Context: an optimization exercise on an open-source flow, tuned for small area, a short achievable clock period and few clock cycles. The choices shown serve that exercise and are no tape-out recipe.
Only simulation tests tie the RTL to the original design; equivalence was not proved.
Power and IR drop assume default switching activity.

## design/flow/config.mk

```make
export PLATFORM = sky130hd
export DESIGN_NAME = mexp_core
export DESIGN_NICKNAME = mexp_core
export VERILOG_FILES = /design/flow/design.v
export SDC_FILE = /design/flow/constraint.sdc
export NUM_CORES = 4
export LEC_CHECK = 0
export CAP_MARGIN = 20
export CORE_MARGIN = 2
export CORE_UTILIZATION = 55
export PLACE_DENSITY = 0.7
export SLEW_MARGIN = 20
```

## design/flow/constraint.sdc

```tcl
create_clock -name core_clock -period 12.0 [get_ports {clk}]
set_input_delay 2.4000 -clock core_clock [delete_from_list [all_inputs] [get_ports {clk}]]
set_output_delay 2.4000 -clock core_clock [all_outputs]
set_load 0.01 [all_outputs]
```

## design/flow/design.v

```verilog
module mexp_core #(
    parameter W = 128
) (
    input  wire         clk,
    input  wire         rst,
    input  wire         start,
    input  wire [3:0]   cmd,
    input  wire [W-1:0] a,
    input  wire [W-1:0] b,
    input  wire [W-1:0] e,
    input  wire [W-1:0] n,
    output reg          busy,
    output reg          done,
    output wire [W-1:0] res,
    output reg  [2:0]   errcode
);
    localparam CMD_NOP      = 4'd0;
    localparam CMD_MODEXP   = 4'd1;
    localparam CMD_MODMUL   = 4'd2;
    localparam CMD_MONTMUL  = 4'd3;
    localparam CMD_TOMONT   = 4'd4;
    localparam CMD_FROMMONT = 4'd5;
    localparam ERR_NONE          = 3'd0;
    localparam ERR_BAD_CMD       = 3'd1;
    localparam ERR_MOD_ZERO      = 3'd2;
    localparam ERR_EVEN_MOD      = 3'd3;
    localparam ERR_OPERAND_RANGE = 3'd4;
    localparam PH_IDLE = 5'd0;
    localparam PH_CHK  = 5'd1;    
    localparam PH_NORM = 5'd2;    
    localparam PH_PRE  = 5'd3;    
    localparam PH_ITER = 5'd4;    
    localparam PH_CPA  = 5'd5;    
    localparam PH_COPY = 5'd6;    
    localparam PH_DEC  = 5'd7;    
    localparam PH_CMP  = 5'd8;    
    localparam PH_CMP2 = 5'd9;    
    localparam PH_CMP3 = 5'd10;   
    localparam PH_NRM  = 5'd11;   
    localparam PH_NRM2 = 5'd12;   
    localparam PH_NRM3 = 5'd13;   
    localparam PH_F1   = 5'd14;   
    localparam PH_M1   = 5'd15;   
    localparam PH_M2   = 5'd16;   
    localparam PH_MM2  = 5'd17;   
    localparam PH_CHK0 = 5'd18;   
    localparam PH_B1   = 5'd19;   
    localparam PH_SET0 = 5'd20;   
    localparam PH_SET1 = 5'd21;   
    localparam PH_CMPB = 5'd22;   
    localparam ST_CONV = 4'd0;    
    localparam ST_UNSA = 4'd1;    
    localparam ST_SQ   = 4'd2;
    localparam ST_MUL  = 4'd3;
    localparam ST_FIN  = 4'd4;    
    localparam ST_UNSF = 4'd5;    
    localparam ST_MM1  = 4'd6;    
    localparam ST_MM2  = 4'd7;    
    localparam ST_PASS = 4'd8;    
    localparam ST_MONT = 4'd9;    
    localparam SW = 136;          
    localparam VW = 130;          
    reg [4:0]    ph, phn;
    reg          f_iter, f_ld, f_cpa, f_cmpl;    
    reg          f_itm, f_itl;                   
    reg [3:0]    stp;
    reg [SW-1:0] S, C;
    reg [VW-1:0] X;
    reg [VW-1:0] V;               
    reg [VW-1:0] Breg;
    reg [W-1:0]  NN;
    reg [6:0]    s;
    reg [8:0]    cnt;
    reg          opm;             
    reg          q0;              
    reg          cmpb;            
    reg          tneg;            
    reg          rstq;
    reg          c_exp, c_mm, c_mont, c_tm, c_fm, oddr;
    reg          d0, d1, d2, dn;      
    reg          qa, qb, qc, qn;      
    reg [3:0]    p1x, p2x;            
    reg [1:0]    h1, h2;              
    reg [9:0]    rpy;                 
    reg [4:0]    v1, v2;              
    reg          nz_r, n1_r;          
    reg [9:0]    nqv;                 
    reg [10:0]   yhi;                 
    reg [6:0]    kp, kp1, kp2;
    reg [31:0]   eg;
    reg          ebit;
    reg          escan, ezero;
    assign res = V[W-1:0];
    wire n_zero = (NN == {W{1'b0}});
    wire n_one  = (NN == {{(W-1){1'b0}}, 1'b1});
    wire [VW-1:0] Y  = Breg;
    wire [SW-1:0] Ye = {{(SW-VW){Y[VW-1]}}, Y};
    wire [SW-1:0] p1b = ({SW{d0}} & Ye) | ({SW{d1}} & {Ye[SW-2:0], 1'b0}) |
                        ({SW{d2}} & {Ye[SW-3:0], 2'b00});
    wire [SW-1:0] P1  = p1b ^ {SW{dn}};
    wire [SW-1:0] NNe = {{(SW-W){1'b0}}, NN};
    wire [SW-1:0] p2b = ({SW{qc}} & NNe) | ({SW{qa}} & {NNe[SW-2:0], 1'b0}) |
                        ({SW{qb}} & {NNe[SW-3:0], 2'b00});
    wire [SW-1:0] P2  = p2b ^ {SW{qn}};
    wire [4:0] lsum = {2'b00, S[2:0]} + {2'b00, C[2:0]} + {1'b0, p1x} + {1'b0, p2x};
    wire [1:0] co   = lsum[4:3];
    wire sa = |co;
    wire sb = co[1];
    wire u3 = &co;
    localparam HW = SW - 3;
    wire [HW-1:0] sh  = S[SW-1:3];
    wire [HW-1:0] ch  = C[SW-1:3];
    wire [HW-1:0] p1h = P1[SW-1:3];
    wire [HW-1:0] p2h = P2[SW-1:3];
    wire [HW-1:0] s1 = sh ^ ch ^ p1h;
    wire [HW-1:0] k1 = (sh & ch) | (sh & p1h) | (ch & p1h);
    wire [HW-1:0] c1 = {k1[HW-2:0], sa};
    wire [HW-1:0] s2 = s1 ^ c1 ^ p2h;
    wire [HW-1:0] k2 = (s1 & c1) | (s1 & p2h) | (c1 & p2h);
    wire [HW-1:0] c2 = {k2[HW-2:0], sb};
    wire [SW-1:0] S_M = {s2[HW-1], s2[HW-1], s2, u3};
    wire [SW-1:0] C_M = {c2[HW-1], c2[HW-1], c2, u3};
    wire [SW-1:0] S_L = {s2[HW-2:0], lsum[2:0], 1'b0};
    wire [SW-1:0] C_L = {c2[HW-2:0], 4'b0000};
    wire nd1 = X[2] ^ X[1];
    wire nd2 = (X[3] & ~X[2] & ~X[1]) | (~X[3] & X[2] & X[1]);
    wire ndn = X[3] & ~(X[2] & X[1]);
    wire [4:0] us1 = S[4:0] ^ C[4:0] ^ v1;
    wire [4:0] uc1 = {(S[3:0] & C[3:0]) | (S[3:0] & v1[3:0]) | (C[3:0] & v1[3:0]), 1'b0};
    wire [4:0] us2 = us1 ^ uc1 ^ v2;
    wire [4:0] uc2 = {(us1[3:0] & uc1[3:0]) | (us1[3:0] & v2[3:0]) | (uc1[3:0] & v2[3:0]), 1'b0};
    wire       u3c = |(us2[2:0] | uc2[2:0]);
    wire [1:0] u43 = us2[4:3] + uc2[4:3] + {1'b0, u3c};
    wire [4:0] u32 = {u43, 3'b000};
    wire [2:0] np1 = (({3{nd1}} & {Y[1:0], 1'b0}) | ({3{nd2}} & {Y[0], 2'b00})) ^ {3{ndn}};
    wire [2:0] lon = u32[4:2] + np1 + {2'b00, ndn};
    wire [1:0] unx = lon[2:1];
    wire [1:0] q4n = NN[1] ? unx : (2'd0 - unx);
    wire [9:0] ts1  = S[129:120] ^ C[129:120] ^ rpy;
    wire [9:0] tc1  = {(S[128:120] & C[128:120]) | (S[128:120] & rpy[8:0]) | (C[128:120] & rpy[8:0]), 1'b0};
    wire [9:0] ts2  = ts1 ^ tc1 ^ nqv;
    wire [9:0] tc2  = {(ts1[8:0] & tc1[8:0]) | (ts1[8:0] & nqv[8:0]) | (tc1[8:0] & nqv[8:0]), 1'b0};
    wire [9:0] tl   = ts2 + tc2;
    wire signed [9:0] tls = tl;
    wire l2 = NN[126] ? (tls >= 10'sd160)  : (tls >= 10'sd104);
    wire l1 = (tls >= 10'sd32);
    wire l0 = (tls >= -10'sd32);
    wire lm = NN[126] ? (tls >= -10'sd160) : (tls >= -10'sd112);
    wire nqc = ~q0 & ((l1 & ~l2) | (lm & ~l0));    
    wire nqa = ~q0 & (l2 | ~lm);                   
    wire nqn = ~q0 & l1;                           
    reg [1:0] fdy;
    always @* begin
        case (X[1:0])
        2'b00:   fdy = 2'd0;
        2'b01:   fdy = Y[1:0];
        2'b10:   fdy = 2'd0 - {Y[0], 1'b0};
        default: fdy = 2'd0 - Y[1:0];
        endcase
    end
    wire [1:0] fq4 = NN[1] ? fdy : (2'd0 - fdy);
    wire iter = f_iter;
    wire itm  = f_itm;
    wire itl  = f_itl;
    wire n_d0 = opm ? 1'b0 : (itl ? X[127] : X[128]);
    wire n_d1 = opm & (itm ? nd1 : X[0]);
    wire n_d2 = opm & (itm ? nd2 : (X[1] & ~X[0]));
    wire n_dn = opm ? (itm ? ndn : X[1]) : (~itl & X[128]);
    wire [1:0] mq  = itm ? q4n : fq4;
    wire mq_p1 = (mq == 2'd1);
    wire mq_p2 = (mq == 2'd2);
    wire mq_m1 = (mq == 2'd3);
    wire lq_p1 = itl & nqc & nqn;
    wire lq_p2 = itl & nqa & nqn;
    wire lq_m1 = itl & nqc & ~nqn;
    wire lq_m2 = itl & nqa & ~nqn;
    wire n_qa = opm ? (mq_p1 | mq_m1) : (lq_p2 | lq_m2);
    wire n_qb = opm & mq_p2;
    wire n_qc = ~opm & (lq_p1 | lq_m1);
    wire n_qn = opm ? mq_m1 : (lq_p1 | lq_p2);
    function [10:0] pk;
        input [4:0] v;
        input       ng;
        pk = {v[4:3], {1'b0, v[2:0]} + {3'b000, ng}, v + {4'b0000, ng}};
    endfunction
    wire [4:0] y5 = Y[4:0];
    wire [10:0] k1p1 = pk(y5, 1'b0);
    wire [10:0] k1m1 = pk(~y5, 1'b1);
    wire [10:0] k1p2 = pk({y5[3:0], 1'b0}, 1'b0);
    wire [10:0] k1m2 = pk(~{y5[3:0], 1'b0}, 1'b1);
    wire [10:0] k1p4 = pk({y5[2:0], 2'b00}, 1'b0);
    wire [10:0] k1m4 = pk(~{y5[2:0], 2'b00}, 1'b1);
    wire [4:0] n5 = NN[4:0];
    wire [10:0] k2p1 = pk(n5, 1'b0);
    wire [10:0] k2m1 = pk(~n5, 1'b1);
    wire [10:0] k2p2 = pk({n5[3:0], 1'b0}, 1'b0);
    wire [10:0] k2m2 = pk(~{n5[3:0], 1'b0}, 1'b1);
    wire [10:0] k2p4 = pk({n5[2:0], 2'b00}, 1'b0);
    wire [9:0] nnt  = {3'b000, NN[127:121]};
    wire [9:0] kq2  = {nnt[8:0], 1'b0};
    wire [9:0] kq4  = {nnt[7:0], 2'b00};
    wire [9:0] kq2m = 10'd0 - kq2;
    wire [9:0] kq4m = 10'd0 - kq4;
    wire [10:0] n_k1 = ({11{n_d0 & ~n_dn}} & k1p1) | ({11{n_d0 & n_dn}} & k1m1) |
                       ({11{n_d1 & ~n_dn}} & k1p2) | ({11{n_d1 & n_dn}} & k1m2) |
                       ({11{n_d2 & ~n_dn}} & k1p4) | ({11{n_d2 & n_dn}} & k1m4);
    wire [10:0] n_k2m = ({11{mq_p1}} & k2p2) | ({11{mq_p2}} & k2p4) | ({11{mq_m1}} & k2m2);
    wire [10:0] n_k2l = ({11{lq_p1}} & k2m1) | ({11{lq_p2}} & k2m2) |
                        ({11{lq_m1}} & k2p1) | ({11{lq_m2}} & k2p2);
    wire [10:0] n_k2  = opm ? n_k2m : n_k2l;
    wire [9:0] n_nq = ({10{lq_m1}} & kq2) | ({10{lq_p1}} & kq2m) |
                      ({10{lq_m2}} & kq4) | ({10{lq_p2}} & kq4m);
    wire [9:0] n_rpy = itl ? (({10{X[127]}} & yhi[9:0]) + ({10{X[126]}} & yhi[10:1])) :
                              (((({10{X[128]}} & Ye[129:120]) ^ {10{X[128]}})) +
                               ({10{X[127]}} & Ye[130:121]));
    always @(posedge clk) begin
        {d0, d1, d2, dn} <= {n_d0, n_d1, n_d2, n_dn};
        {qa, qb, qc, qn} <= {n_qa, n_qb, n_qc, n_qn};
        {h1, p1x, v1} <= n_k1;
        {h2, p2x, v2} <= n_k2;
        rpy <= n_rpy;
        nz_r <= n_zero;
        n1_r <= n_one;
        nqv <= n_nq;
        if (!iter)
            yhi <= Ye[130:120];
    end
    wire [SW-1:0] cpa  = S + C;
    wire [VW-1:0] cpav = cpa[VW:1];
    wire          cneg = cpa[SW-1];
    wire          subn = ~X[VW-1] | f_cmpl;
    wire [SW-1:0] NNd  = {{(SW-W-1){1'b0}}, NN, 1'b0};
    integer g;
    always @(posedge clk) begin
        for (g = 0; g < 32; g = g + 1)
            eg[g] <= e[4*g + kp[1:0]];
        kp1  <= kp;
        ebit <= eg[kp1[6:2]];
        kp2  <= kp1;
    end
    wire esettled = (kp2 == kp);
    wire [8:0] lcnt  = 9'd129 - {2'b00, s};
    wire [8:0] opcnt = oddr ? 9'd65 : lcnt;
    wire ld = f_ld;
    always @(posedge clk) begin
        if (iter) begin
            S <= opm ? S_M : S_L;
            C <= opm ? C_M : C_L;
        end else if (ld) begin
            S <= {{(SW-VW-1){X[VW-1]}}, X, subn};
            C <= subn ? ~NNd : NNd;
        end else begin
            S <= {SW{1'b0}};
            C <= {SW{1'b0}};
        end
    end
    reg f_idle, f_xa, f_xb, f_xl, f_xm, f_xc, f_set0, f_set1;
    reg f_b1, f_bv, f_bc, f_vc, f_bl, f_norm;
    wire nn_sh = f_norm & ~NN[W-1];
    always @(posedge clk) begin
        if (f_xa)
            X <= {2'b00, a};
        else if (f_xb)
            X <= {2'b00, b};
        else if (f_xc)
            X <= cpav;
        else if (f_xm)
            X <= {X[VW-1], X[VW-1], X[VW-1:2]};
        else if (f_xl)
            X <= {X[VW-2:0], 1'b0};
        if (rstq || f_set0)
            V <= {VW{1'b0}};
        else if (f_set1)
            V <= {{(VW-1){1'b0}}, 1'b1};
        else if (f_vc)
            V <= cpav;
        if (f_b1)
            Breg <= {{(VW-1){1'b0}}, 1'b1};
        else if (f_bc)
            Breg <= cpav;
        else if (f_bv)
            Breg <= V;
        else if (f_bl || nn_sh)
            Breg <= {Breg[VW-2:0], 1'b0};
        if (f_idle || (f_cpa && (stp == ST_UNSA || stp == ST_UNSF)))
            NN <= n;
        else if (nn_sh)
            NN <= {NN[W-2:0], 1'b0};
    end
    always @(posedge clk) begin
        phn = ph;
        rstq <= rst;
        done <= 1'b0;
        if (escan && ph != PH_CHK && esettled) begin
            if (ebit)
                escan <= 1'b0;
            else if (kp == 7'd0) begin
                escan <= 1'b0;
                ezero <= 1'b1;
            end else
                kp <= kp - 1'b1;
        end
        case (ph)
        PH_IDLE: begin
            s      <= 7'd0;
            cmpb   <= 1'b0;
            kp     <= 7'd127;
            ezero  <= 1'b0;
            c_exp  <= (cmd == CMD_MODEXP);
            c_mm   <= (cmd == CMD_MODMUL);
            c_mont <= (cmd == CMD_MONTMUL);
            c_tm   <= (cmd == CMD_TOMONT);
            c_fm   <= (cmd == CMD_FROMMONT);
            oddr   <= n[0];
            if (start) begin
                case (cmd)
                CMD_MODEXP, CMD_MODMUL, CMD_MONTMUL, CMD_TOMONT, CMD_FROMMONT: begin
                    phn = PH_CHK0;
                end
                CMD_NOP: begin
                    errcode <= ERR_NONE;
                    done    <= 1'b1;
                end
                default: begin
                    errcode <= ERR_BAD_CMD;
                    done    <= 1'b1;
                end
                endcase
            end
        end
        PH_CHK0: begin
            phn = PH_CHK;
        end
        PH_CHK: begin
            if (nz_r) begin
                errcode <= ERR_MOD_ZERO;
                done    <= 1'b1;
                phn      = PH_IDLE;
            end else if (!NN[0] && (c_mont || c_tm || c_fm)) begin
                errcode <= ERR_EVEN_MOD;
                done    <= 1'b1;
                phn      = PH_IDLE;
            end else if (c_mont) begin
                phn = PH_CMP;
            end else if (n1_r) begin
                phn = PH_SET0;
            end else if (c_fm) begin
                phn = PH_F1;
            end else begin
                escan <= c_exp;
                phn    = PH_NORM;
            end
        end
        PH_NORM: begin
            if (!NN[W-1]) begin
                s <= s + 1'b1;
            end else begin
                opm  <= 1'b0;
                q0   <= 1'b0;
                phn   = PH_PRE;
                if (c_exp) begin
                    cnt <= oddr ? 9'd259 : 9'd129;
                    stp <= ST_CONV;
                end else if (c_mm) begin
                    cnt <= 9'd129;
                    stp <= ST_MM1;
                end else begin
                    cnt <= 9'd257;
                    stp <= ST_MM2;
                end
            end
        end
        PH_B1: begin
            phn = PH_PRE;
        end
        PH_PRE: begin
            phn = PH_ITER;
        end
        PH_ITER: begin
            cnt <= cnt - 1'b1;
            if (cnt == 9'd1)
                phn = PH_CPA;
        end
        PH_CPA: begin
            case (stp)
            ST_CONV: begin
                if (oddr && s != 7'd0) begin
                    opm  <= 1'b0;
                    q0   <= 1'b1;
                    cnt  <= lcnt;
                    stp  <= ST_UNSA;
                    phn   = PH_B1;
                end else begin
                    phn = PH_DEC;
                end
            end
            ST_UNSA: begin
                phn = PH_DEC;
            end
            ST_SQ, ST_MUL: begin
                if (stp == ST_SQ && ebit) begin
                    opm  <= oddr;
                    q0   <= 1'b0;
                    cnt  <= opcnt;
                    stp  <= ST_MUL;
                    phn   = PH_PRE;
                end else if (kp == 7'd0) begin
                    if (oddr) begin
                        opm  <= 1'b1;
                        q0   <= 1'b0;
                        cnt  <= 9'd65;
                        stp  <= ST_FIN;
                        phn   = PH_B1;
                    end else if (s != 7'd0) begin
                        opm  <= 1'b0;
                        q0   <= 1'b1;
                        cnt  <= lcnt;
                        stp  <= ST_UNSF;
                        phn   = PH_B1;
                    end else begin
                        phn = PH_NRM;
                    end
                end else begin
                    kp   <= kp - 1'b1;
                    opm  <= oddr;
                    q0   <= 1'b0;
                    cnt  <= opcnt;
                    stp  <= ST_SQ;
                    phn   = PH_PRE;
                end
            end
            ST_FIN, ST_MONT, ST_UNSF: begin
                phn = PH_NRM;
            end
            ST_MM1: begin
                phn = PH_MM2;
            end
            ST_MM2: begin
                if (s != 7'd0) begin
                    opm  <= 1'b0;
                    q0   <= 1'b1;
                    cnt  <= lcnt;
                    stp  <= ST_UNSF;
                    phn   = PH_B1;
                end else begin
                    phn = PH_NRM;
                end
            end
            default: begin   
                phn = PH_M1;
            end
            endcase
        end
        PH_DEC: begin
            if (!escan) begin
                if (ezero) begin
                    phn = PH_SET1;
                end else if (kp == 7'd0) begin
                    if (oddr) begin
                        opm  <= 1'b1;
                        q0   <= 1'b0;
                        cnt  <= 9'd65;
                        stp  <= ST_FIN;
                        phn   = PH_B1;
                    end else if (s != 7'd0) begin
                        opm  <= 1'b0;
                        q0   <= 1'b1;
                        cnt  <= lcnt;
                        stp  <= ST_UNSF;
                        phn   = PH_B1;
                    end else begin
                        phn = PH_NRM;
                    end
                end else begin
                    kp   <= kp - 1'b1;
                    opm  <= oddr;
                    q0   <= 1'b0;
                    cnt  <= opcnt;
                    stp  <= ST_SQ;
                    phn   = PH_PRE;
                end
            end
        end
        PH_CMP: begin
            phn = PH_CMP2;
        end
        PH_CMP2: begin
            tneg <= cneg;
            phn   = PH_CMP3;
        end
        PH_CMP3: begin
            if (!tneg) begin
                errcode <= ERR_OPERAND_RANGE;
                done    <= 1'b1;
                phn      = PH_IDLE;
            end else if (!cmpb) begin
                cmpb <= 1'b1;
                phn   = PH_CMPB;
            end else if (n1_r) begin
                phn = PH_SET0;
            end else begin
                opm  <= 1'b0;
                q0   <= 1'b1;
                cnt  <= 9'd129;
                stp  <= ST_PASS;
                phn   = PH_PRE;
            end
        end
        PH_CMPB: begin
            phn = PH_CMP;
        end
        PH_F1: begin
            opm  <= 1'b1;
            q0   <= 1'b0;
            cnt  <= 9'd65;
            stp  <= ST_MONT;
            phn   = PH_PRE;
        end
        PH_M1: begin
            phn = PH_M2;
        end
        PH_M2: begin
            opm  <= 1'b1;
            q0   <= 1'b0;
            cnt  <= 9'd65;
            stp  <= ST_MONT;
            phn   = PH_PRE;
        end
        PH_MM2: begin
            opm  <= 1'b0;
            q0   <= 1'b0;
            cnt  <= 9'd129;
            stp  <= ST_MM2;
            phn   = PH_PRE;
        end
        PH_NRM: begin
            phn = PH_NRM2;
        end
        PH_NRM2: begin
            phn = PH_NRM3;
        end
        PH_NRM3: begin
            if (f_xc) begin
                phn = PH_NRM;
            end else begin
                errcode <= ERR_NONE;
                done    <= 1'b1;
                phn      = PH_IDLE;
            end
        end
        PH_SET0, PH_SET1: begin
            errcode <= ERR_NONE;
            done    <= 1'b1;
            phn      = PH_IDLE;
        end
        default: begin
            phn = PH_IDLE;
        end
        endcase
        if (rst) begin
            phn      = PH_IDLE;
            done    <= 1'b0;
            errcode <= ERR_NONE;
            escan   <= 1'b0;
        end
        ph     <= phn;
        busy   <= (phn != PH_IDLE);
        f_iter <= (phn == PH_ITER);
        f_itm  <= (phn == PH_ITER) && opm;
        f_itl  <= (phn == PH_ITER) && !opm;
        f_ld   <= (phn == PH_CMP) || (phn == PH_CMP2) || (phn == PH_NRM) || (phn == PH_NRM2);
        f_cpa  <= (phn == PH_CPA);
        f_cmpl <= (phn == PH_CMP) || (phn == PH_CMP2);
        f_idle <= (phn == PH_IDLE);
        f_norm <= (phn == PH_NORM);
        f_xa   <= (phn == PH_IDLE) || (phn == PH_M1) || (phn == PH_MM2);
        f_xb   <= (phn == PH_CHK && c_mm) || (phn == PH_CMPB);
        f_xc   <= (phn == PH_CPA) || (phn == PH_NRM3 && (X[VW-1] || !cneg));
        f_xm   <= (phn == PH_ITER) && opm;
        f_xl   <= (phn == PH_ITER && !opm) || (phn == PH_F1) || (phn == PH_M2);
        f_set0 <= (phn == PH_SET0);
        f_set1 <= (phn == PH_SET1);
        f_b1   <= (phn == PH_IDLE) || (phn == PH_B1);
        f_bv   <= (phn == PH_CPA) && (stp == ST_SQ) && ebit;
        f_bc   <= (phn == PH_CPA) && !((stp == ST_SQ) && ebit);
        f_vc   <= ((phn == PH_CPA) && (!(stp == ST_SQ || stp == ST_MUL) ||
                                       (kp == 7'd0 && !oddr && s == 7'd0 && !((stp == ST_SQ) && ebit)))) ||
                  (phn == PH_NRM3 && (X[VW-1] || !cneg));
        f_bl   <= (phn == PH_F1) || (phn == PH_M2);
    end
endmodule
```

## design/flow/flow/run.sh

```bash
#!/bin/bash
# Layout flow: the standard layout (standard.sh, unchanged synthesis),
# with two changes to how the layout is made:
#  - the port buffers that ORFS inserts are buf_4 cells instead of the
#    default delay buffers;
#  - repair_timing (after CTS and after global routing) works until the
#    setup slack is 8 ns, so it sizes up the slow gates of the datapath.
# The clock period, the SDC and the design are the standard flow's.
# make's full output goes to flow_make.log in the work folder.
set -euo pipefail
export BUFFER_PORTS_ARGS="-buffer_cell sky130_fd_sc_hd__buf_4"
export SETUP_SLACK_MARGIN=8
bash standard.sh finish > flow_make.log 2>&1
```

## design/flow/standard.sh

```bash
#!/bin/bash
# synth_recipe.tcl (not shown) runs the flow's synth.tcl, then flattens the netlist and writes it again
# the make line also repeats each setting of config.mk as NAME=value (left out here)
make -C /OpenROAD-flow-scripts/flow DESIGN_CONFIG=/design/flow/config.mk WORK_HOME=/design/flow/orfs CLKGATE_MAP_FILE= SYNTH_SCRIPT=/design/flow/synth_recipe.tcl "${@:-finish}"
```

==> flow_metrics.env, run 1 <==
export IMPL_fin_area_mm2=0.0785
export IMPL_drt_iter0_drc=9976
export IMPL_drt_pass1_iter_count=14
export IMPL_final_common_cell="buf_4"
export IMPL_finalMaxSlewViolations=0
export IMPL_hold_viol=0
export IMPL_reg2reg_depth=18
export IMPL_period_needed_ns=4.05
export IMPL_switching_power_mw=7.13
export IMPL_antenna_found_initial=22
export IMPL_htree_num_levels=3
export IMPL_synth_edf_count=296
export IMPL_worst_r2r_setup_slack_ns=7.95
export IMPL_tns_ns=0
export IMPL_worst_setup_path_start_kind="flop"
export IMPL_maxSlewHeadroom_pct=19.2
export IMPL_fin_ws_ns=7.95
export IMPL_critPathMaxStageDelay_ns=0.51
export IMPL_worstPathMaxFanout=4
export IMPL_crit_type="flop to flop"
export IMPL_outcome="finished clean"
export IMPL_timing_rr_end="v2[1]"
export IMPL_track_usage_pct=42.3
export IMPL_grt_pass1_wl_um=405000
export IMPL_crit_chain="inv_2 > fa_1 > fa_1 > inv_2 > ha_4 > fa_2 > a21o_1 > a21oi_2 > o21bai_1 > a21oi_2 > xor2_2 > a31oi_1 > buf_4 > buf_4 > mux2i_1 > nor2_2 > a21oi_1 > a21oi_1"
export IMPL_clk_pin_slew_ns=0.07
export IMPL_seq_area_frac_synth_pct=32.2
export IMPL_crit_slowest_cell="fa_1"
export IMPL_synth_cell_types=92
export IMPL_reg2reg_from="rpy[2]"
export IMPL_port_buffer_count=651
export IMPL_gp_congestion=1.04
export IMPL_ys_flop_type="dfxtp_1"
export IMPL_grt_pass1_vias=60700
export IMPL_endpoint_kind="flop"
export IMPL_power_density_mw_per_mm2=210
export IMPL_dieWidth_um=357
export IMPL_drive_gt1_share_pct=17.9
export IMPL_die_area_mm2=0.128
export IMPL_p_int_mw=9.38
export IMPL_vias=63700
export IMPL_start_util_pct=55.5
export IMPL_post_route_period_util_pct=33.7
export IMPL_ant_nets=0
export IMPL_drc=0
export IMPL_cts_hold_buffers=0
export IMPL_io_pins=652
export IMPL_cts_tree="built"
export IMPL_clk_latency_ns=0.75
export IMPL_timing_hold_ws_ns=0.324
export IMPL_clock_sinks=956
export IMPL_grt_remaining_overflow=0
export IMPL_final_nets=8566
export IMPL_dpl_worst_slack_ns=7.06
export IMPL_vdd_drop_max_mv=0.143
export IMPL_core_area_mm2=0.124
export IMPL_crit_start="rpy[2]"
export IMPL_finalWirelength_um=279000
export IMPL_min_delay_start="kp1[1]"
export IMPL_num_rows=129
export IMPL_swShare_pct=43.2
export IMPL_die_h_um=357
export IMPL_place_area_mm2=0.0734
export IMPL_synthCells=7375
export IMPL_clock_skew_ns=0.0194
export IMPL_syn_area_mm2=0.0687
export IMPL_layout_common_cells="buf_4 (774), nor2_1 (671), dfxtp_1 (638), mux2i_1 (604), a21oi_1 (544)"
export IMPL_worst_hold_path_endpoint="kp2[1]"
export IMPL_power_share_sequential_pct=34.4
export IMPL_cts_root_buf="clkbuf_16"
export IMPL_drv_cap=0
export IMPL_cp_required_ns=12.59
export IMPL_rsz0062_at_grt="yes"
export IMPL_cts_buffer_depth=3
export IMPL_whs_path_depth=0
export IMPL_avgSynthCellArea_um2=9.31
export IMPL_vias_per_cell=6.83
export IMPL_setup_violations=0
export IMPL_ys_seq_elements=956
export IMPL_leakagePower_nw=29.9
export IMPL_async_reset_ff_share_pct=0
export IMPL_area_growth_pct=14.3
export IMPL_cts_inserted_buffers=112
export IMPL_tightest_slew_ns=1.21
export IMPL_syn_num_nets=8365
export IMPL_hold_class="flop to flop"
export IMPL_yosys_warnings=1
export IMPL_cp_arrival_ns=4.64
export IMPL_fmax_ghz=0.247
export IMPL_power_frac_comb_pct=43.6
export IMPL_wl_per_cell_um=29.9
export IMPL_dp_hpwl_um=206000
export IMPL_pwr_share_clk_pct=22.0
export IMPL_grt_max_degree=129
==> through the flow <==
step,power [mW],instances,utilization (%)
floorplan,9.85,7375,-
global placement,12.3,9052,59.3
detailed placement,12.4,9053,59.3
CTS,16.1,9286,62.8
global route,17.2,9316,63.4
finish,16.5,9325,63.4
==> state kept, by name, indices dropped and copies added (netlist names), 4 cells and up <==
register / flops
S: 136
ph: 5
s: 7
v2: 5
cnt: 9
kp1: 7
NN: 128
rpy: 10
X: 130
kp: 7
yhi: 10
C: 135
eg: 32
V: 130
Breg: 130
stp: 4
v1: 5
kp2: 7
nqv: 9
==> critical path, delay by kind of cell (launching register included) <==
| kind | cells | cell delay [ns] |
|---|---|---|
| adder cells (fa/ha/maj) | 4 | 1.54 |
| AO/OA/AOI/OAI | 7 | 0.97 |
| buffers and inverters | 4 | 0.42 |
| flip-flops | 1 | 0.33 |
| multiplexers | 1 | 0.33 |
| XOR/XNOR | 1 | 0.22 |
| AND/OR/NAND/NOR | 1 | 0.08 |
==> what timing repair did <==
item,CTS,global route
pin swaps,30,43
hold endpoints to repair,0,0
endpoints found under the setup margin,154,132
setup buffers,21,24
resized for setup,82,108
==> cell families (layout without fill, tap and decap cells) <==
family	after synthesis	count (layout)	synth area share (%)
compound gates	1997	1997	19.3
other cells	0	14	0
buf+inv	870	1169	5.48
flops	956	956	32.2
xor+xnor	584	584	7.45
fa+ha+maj	471	471	11.8
mux	800	800	12.7
simple gates	1697	1697	11.1
==> cell type report <==
| cell class | instances | area, um^2 |
|---|---|---|
| timing repair buffer | 783 | 5930 |
| tap | 1637 | 2050 |
| inverter | 174 | 661 |
| antenna | 14 | 35.0 |
| sequential | 956 | 22200 |
| multi-input combinational | 5549 | 43800 |
| clock buffer | 144 | 3070 |
| clock inverter | 68 | 773 |
| fill | 10400 | 45300 |
==> synth_stat cells, types with 24 or more instances <==
master	instances	area share (%)
nor2_1	681	3.7
dfxtp_1	660	19
mux2i_1	604	8.8
a21oi_1	559	4.1
nand2_1	513	2.8
xnor2_1	498	6.4
clkbuf_1	474	2.6
o21ai_0	406	3.0
edfxtp_1	296	13
fa_1	296	8.6
a222oi_1	253	3.7
o22ai_1	176	1.6
ha_1	175	3.2
inv_1	170	0.93
a211oi_1	159	1.7
mux2_2	154	2.5
buf_4	128	1.4
xor2_1	86	1.1
buf_1	83	0.45
a21o_1	81	0.89
nor3_1	75	0.55
nand4_1	70	0.64
nand3_1	55	0.40
nor4_1	50	0.46
nor2b_1	44	0.40
mux4_2	42	1.4
o21bai_1	41	0.45
nand2b_1	38	0.35
a22oi_1	33	0.36
and2_1	32	0.29
nand3b_1	32	0.35
o21a_1	32	0.35
o211ai_1	30	0.33
a31oi_1	29	0.26
o221ai_1	27	0.34
o31ai_1	24	0.26
==> power groups by stage <==
| stage | sequential (mW) | combinational, mW | clock, mW |
|---|---|---|---|
| 2_1_floorplan | 4.82 | 5.03 | 0 |
| 3_3_place_gp | 5.64 | 6.69 | 0 |
| 3_5_place_dp | 5.66 | 6.78 | 0 |
| 4_1_cts | 5.60 | 6.89 | 3.64 |
| 5_1_grt | 5.72 | 7.68 | 3.76 |
| 6_report | 5.68 | 7.20 | 3.64 |
==> metal layers <==
layer / global-route usage [%] / wire length [um]
met5: 0 / 164
met4: 20.1 / 15100
met3: 13.7 / 37300
met2: 62.5 / 119000
met1: 56.0 / 107000
==> how the worst max path moves through the flow <==
stage	end	slack, ns
after floorplan	f_xl	7.96
after global placement	X[79]	7.03
after detailed placement	X[79]	7.06
after CTS	v2[2]	7.97
after global routing	v2[3]	7.79
final	v2[1]	7.95
Testbench counts, summed over its fixed seeds: cycles 761,199.
==> run 2, diff against run 1 <==
--- a/design/flow/design.v
+++ b/design/flow/design.v
@@ -225,7 +225,27 @@
         if (!iter)
             yhi <= Ye[130:120];
     end
-    wire [SW-1:0] cpa  = S + C;
+    reg  [SW-1:0] cg, cp, cgo, cpo, cpa;
+    integer lv, bi;
+    always @* begin
+        cg  = S & C;
+        cp  = S ^ C;
+        cgo = cg;
+        cpo = cp;
+        for (bi = 1; bi < SW; bi = bi + 2) begin
+            cgo[bi] = cg[bi] | (cp[bi] & cg[bi - 1]);
+            cpo[bi] = cp[bi] & cp[bi - 1];
+        end
+        for (lv = 1; lv < 8; lv = lv + 1)
+            for (bi = SW - 1; bi >= 1; bi = bi - 2)
+                if (bi - 2 ** lv >= 1) begin
+                    cgo[bi] = cgo[bi] | (cpo[bi] & cgo[bi - 2 ** lv]);
+                    cpo[bi] = cpo[bi] & cpo[bi - 2 ** lv];
+                end
+        for (bi = 2; bi < SW; bi = bi + 2)
+            cgo[bi] = cg[bi] | (cp[bi] & cgo[bi - 1]);
+        cpa = cp ^ {cgo[SW-2:0], 1'b0};
+    end
     wire [VW-1:0] cpav = cpa[VW:1];
     wire          cneg = cpa[SW-1];
     wire          subn = ~X[VW-1] | f_cmpl;
==> run 2 against run 1 <==
  * Register-to-register slack worse by 0.34 ns
  * Total power is 12% lower
  * Maximum frequency down 7.7%
  * Area after synthesis shrank 3.4%
  * Largest power group unchanged
  * Wire length shrank 15%
  * Largest cell class unchanged
  * Worst setup slack worse by 0.34 ns
  * Core utilization grew 2.0 points
  * Critical path depth fell by 1
  * Highest routed layer unchanged
==> flow_metrics.env, run 2 <==
export IMPL_timing_rr_end="X[96]"
export IMPL_drt_pass1_iter_count=14
export IMPL_min_delay_start="kp1[1]"
export IMPL_post_route_period_util_pct=36.6
export IMPL_cts_tree="built"
export IMPL_layout_common_cells="buf_4 (815), nor2_1 (611), dfxtp_1 (591), mux2i_1 (464), xnor2_1 (458)"
export IMPL_avgSynthCellArea_um2=9.62
export IMPL_track_usage_pct=37.2
export IMPL_leakagePower_nw=30.2
export IMPL_synth_cell_types=103
export IMPL_port_buffer_count=651
export IMPL_cts_root_buf="clkbuf_16"
export IMPL_clk_latency_ns=0.74
export IMPL_clock_sinks=956
export IMPL_finalMaxSlewViolations=0
export IMPL_dp_hpwl_um=175000
export IMPL_tns_ns=0
export IMPL_yosysTopAreaCellShare_pct=19.9
export IMPL_vias_per_cell=6.47
export IMPL_ys_seq_elements=956
export IMPL_cp_arrival_ns=4.83
export IMPL_syn_num_nets=7947
export IMPL_vdd_drop_max_mv=0.173
export IMPL_hold_class="flop to flop"
export IMPL_final_nets=8267
export IMPL_die_h_um=351
export IMPL_worst_hold_path_endpoint="kp2[1]"
export IMPL_worst_r2r_setup_slack_ns=7.61
export IMPL_busiest_layer="met2"
export IMPL_tightest_slew_ns=1.17
export IMPL_io_pins=652
export IMPL_dieWidth_um=351
export IMPL_yosys_warnings=1
export IMPL_grt_util_met3_pct=7.67
export IMPL_yosysMostFrequentCell="dfxtp_1"
export IMPL_hold_viol=0
export IMPL_reg_top3="S: 136 flops, C: 135 flops"
export IMPL_ys_flop_type="dfxtp_1"
export IMPL_grt_max_degree=114
export IMPL_finalWirelength_um=237000
export IMPL_cts_buffer_depth=3
export IMPL_seq_area_mm2=0.0222
export IMPL_power_density_mw_per_mm2=184
export IMPL_drive_gt1_share_pct=23.0
export IMPL_drc=0
export IMPL_grt_pass1_vias=55700
export IMPL_reg2reg_from="C[29]"
export IMPL_endpoint_kind="flop"
export IMPL_wl_per_cell_um=26.6
export IMPL_synthCells=6894
export IMPL_num_rows=127
export IMPL_clk_pin_slew_ns=0.06
export IMPL_drv_cap=0
export IMPL_gp_congestion=0.997
export IMPL_syn_area_mm2=0.0663
export IMPL_period_needed_ns=4.39
export IMPL_grt_remaining_overflow=0
export IMPL_timing_hold_ws_ns=0.328
export IMPL_htree_num_levels=3
export IMPL_crit_type="flop to flop"
export IMPL_fillers=9809
export IMPL_clock_skew_ns=0.0336
export IMPL_drt_iter0_drc=7142
export IMPL_cts_inserted_buffers=111
export IMPL_seq_area_frac_synth_pct=33.3
export IMPL_vias=57800
export IMPL_crit_slowest_cell="a311o_1"
export IMPL_start_util_pct=55.4
export IMPL_critPathMaxStageDelay_ns=0.40
export IMPL_rsz0062_at_grt="yes"
export IMPL_area_growth_pct=18.2
export IMPL_top_register="S"
export IMPL_setup_violations=0
export IMPL_crit_chain="ha_1 > a21oi_1 > o21ai_1 > a21oi_1 > o31ai_2 > a311o_1 > a31oi_4 > o211ai_1 > a21oi_2 > inv_2 > a211o_1 > a31o_1 > fa_2 > xnor2_4 > a211oi_2 > a21oi_1 > o21ai_1"
export IMPL_ant_nets=0
export IMPL_maxSlewHeadroom_pct=21.8
export IMPL_synth_edf_count=296
export IMPL_ys_top_cells_by_area="dfxtp_1 (20%), edfxtp_1 (13%), fa_1 (11%)"
export IMPL_final_common_cell="buf_4"
export IMPL_multiInputGateArea_mm2=0.0429
export IMPL_grtUsageMet2_pct=59.0
export IMPL_reg2reg_depth=17
export IMPL_worst_setup_path_start_kind="flop"
export IMPL_yosysTopAreaCell="dfxtp_1"
export IMPL_die_area_mm2=0.123
export IMPL_cp_required_ns=12.45
export IMPL_cp_common_cell="a21oi_1"
export IMPL_largest_register_ffs=136
export IMPL_grtUsageMet1_pct=49.1
export IMPL_grt_pass1_wl_um=350000
export IMPL_fmax_ghz=0.228
export IMPL_antenna_found_initial=13
export IMPL_core_area_mm2=0.120
export IMPL_yosys_top_cells_count="dfxtp_1 (660), nor2_1 (621), a21oi_1 (513)"
export IMPL_worstPathMaxFanout=5
export IMPL_async_reset_ff_share_pct=0
export IMPL_outcome="finished clean"
export IMPL_whs_path_depth=0
run 2: area by class of cell:
| type | count | share of cell area [%] |
|---|---|---|
| antenna | 7 | 0.0223 |
| clock buffer | 161 | 4.19 |
| clock inverter | 51 | 0.658 |
| inverter | 162 | 0.792 |
| multi-input combinational | 5113 | 54.8 |
| sequential | 956 | 28.4 |
| tap | 1612 | 2.57 |
| timing repair buffer | 870 | 8.62 |
run 2: cell families (layout without fill, tap and decap cells):
| group | after synthesis | count (layout) | share of synthesized area, % |
|---|---|---|---|
| flops | 956 | 956 | 33.3 |
| simple gates | 1518 | 1518 | 10.4 |
| other cells | 0 | 7 | 0 |
| xor+xnor | 524 | 524 | 6.92 |
| mux | 641 | 641 | 10.7 |
| compound gates | 1895 | 1896 | 19.1 |
| fa+ha+maj | 534 | 534 | 14.1 |
| buf+inv | 826 | 1244 | 5.49 |
run 2: worst max path at each step:
stage,start,endpoint,slack [ns],depth (start not counted)
after detailed placement,cmd[1],f_vc,7.03,10
final,C[29],X[96],7.61,17
after global placement,C[58],X[124],7.03,17
after global routing,S[3],X[96],7.53,18
after floorplan,cmd[1],f_vc,7.82,8
after CTS,S[3],X[124],7.71,17
run 2: power breakdown:
part           total [mW]  internal (mW)  switching [mW]
registers            5.28           4.12            1.16
clock network        3.56           2.06            1.50
logic                5.62           2.50            3.12
run 2: what timing repair did:
| action | in CTS | in global routing |
|---|---|---|
| cloned | 1 | 0 |
| endpoints found under the setup margin | 221 | 193 |
| gates resized for setup | 280 | 261 |
| hold buffers | 0 | 0 |
| setup buffers | 87 | 61 |
| pin swaps | 116 | 129 |
run 2: metrics by stage:
stage | cells | utilization [%] | power (mW) | setup slack (ns) | instance area, um^2
after floorplan | 6894 | - | 8.65 | 7.82 | 66400
after global placement | 8563 | 59.2 | 10.5 | 7.03 | 71000
after detailed placement | 8563 | 59.2 | 10.6 | 7.03 | 71000
after CTS | 8863 | 64.0 | 14.2 | 7.71 | 76700
after global routing | 8925 | 65.4 | 15.1 | 7.53 | 78400
final | 8932 | 65.4 | 14.5 | 7.61 | 78400
run 2: critical path, delay by kind of cell, from the launching register on:
kind,cells,cell delay [ns]
adders and majority gates,2,0.76
DFF,1,0.33
AOI/OAI and AO/OA,13,2.71
xor gates and xnor gates,1,0.24
buffers and inverters,1,0.05
run 2: metal layers:
layer | vias up | routed length, um | share of wire (%)
li1 | 25800 | - | -
met1 | 28300 | 93300 | 39
met3 | 543 | 23200 | 9.8
met4 | 12 | 12500 | 5.3
met2 | 3183 | 108000 | 46
met5 | - | 80 | 0.034
Testbench counts of run 2, summed over its fixed seeds: cycles 761,199.

==> port drivers added, routing unchanged <==
How much do the figures lean on ideal ports? The routed layouts below were timed once more, with nothing changed but the port constraints. Step 1 sets driving cells, clkbuf_16 on the clock port and buf_2 on the other inputs (assumed; they add their load-dependent delay and slew). Step 2 also shifts input and output timing later by t, the mid clock arrival at the registers, as if the neighbouring blocks saw the same clock. Slacks: ideal / step 1 / step 2; pairs: ideal / step 1.
run	t (ns)	slack for setup (ns)	worst setup path at the end	slew at the worst register clock pin (ns)	worst slew at a driven data input, ns
run 1	0.823	7.951 / 7.906 / 7.380	input to register	0.07 / 0.07	0.15
run 2	0.813	7.614 / 7.614 / 7.330	input to register	0.07 / 0.07	0.25
After both steps every run listed still meets setup and hold. For run 1, which loses most, drivers alone change the setup slack by -0.045 ns; drivers and shift together by -0.571 ns.
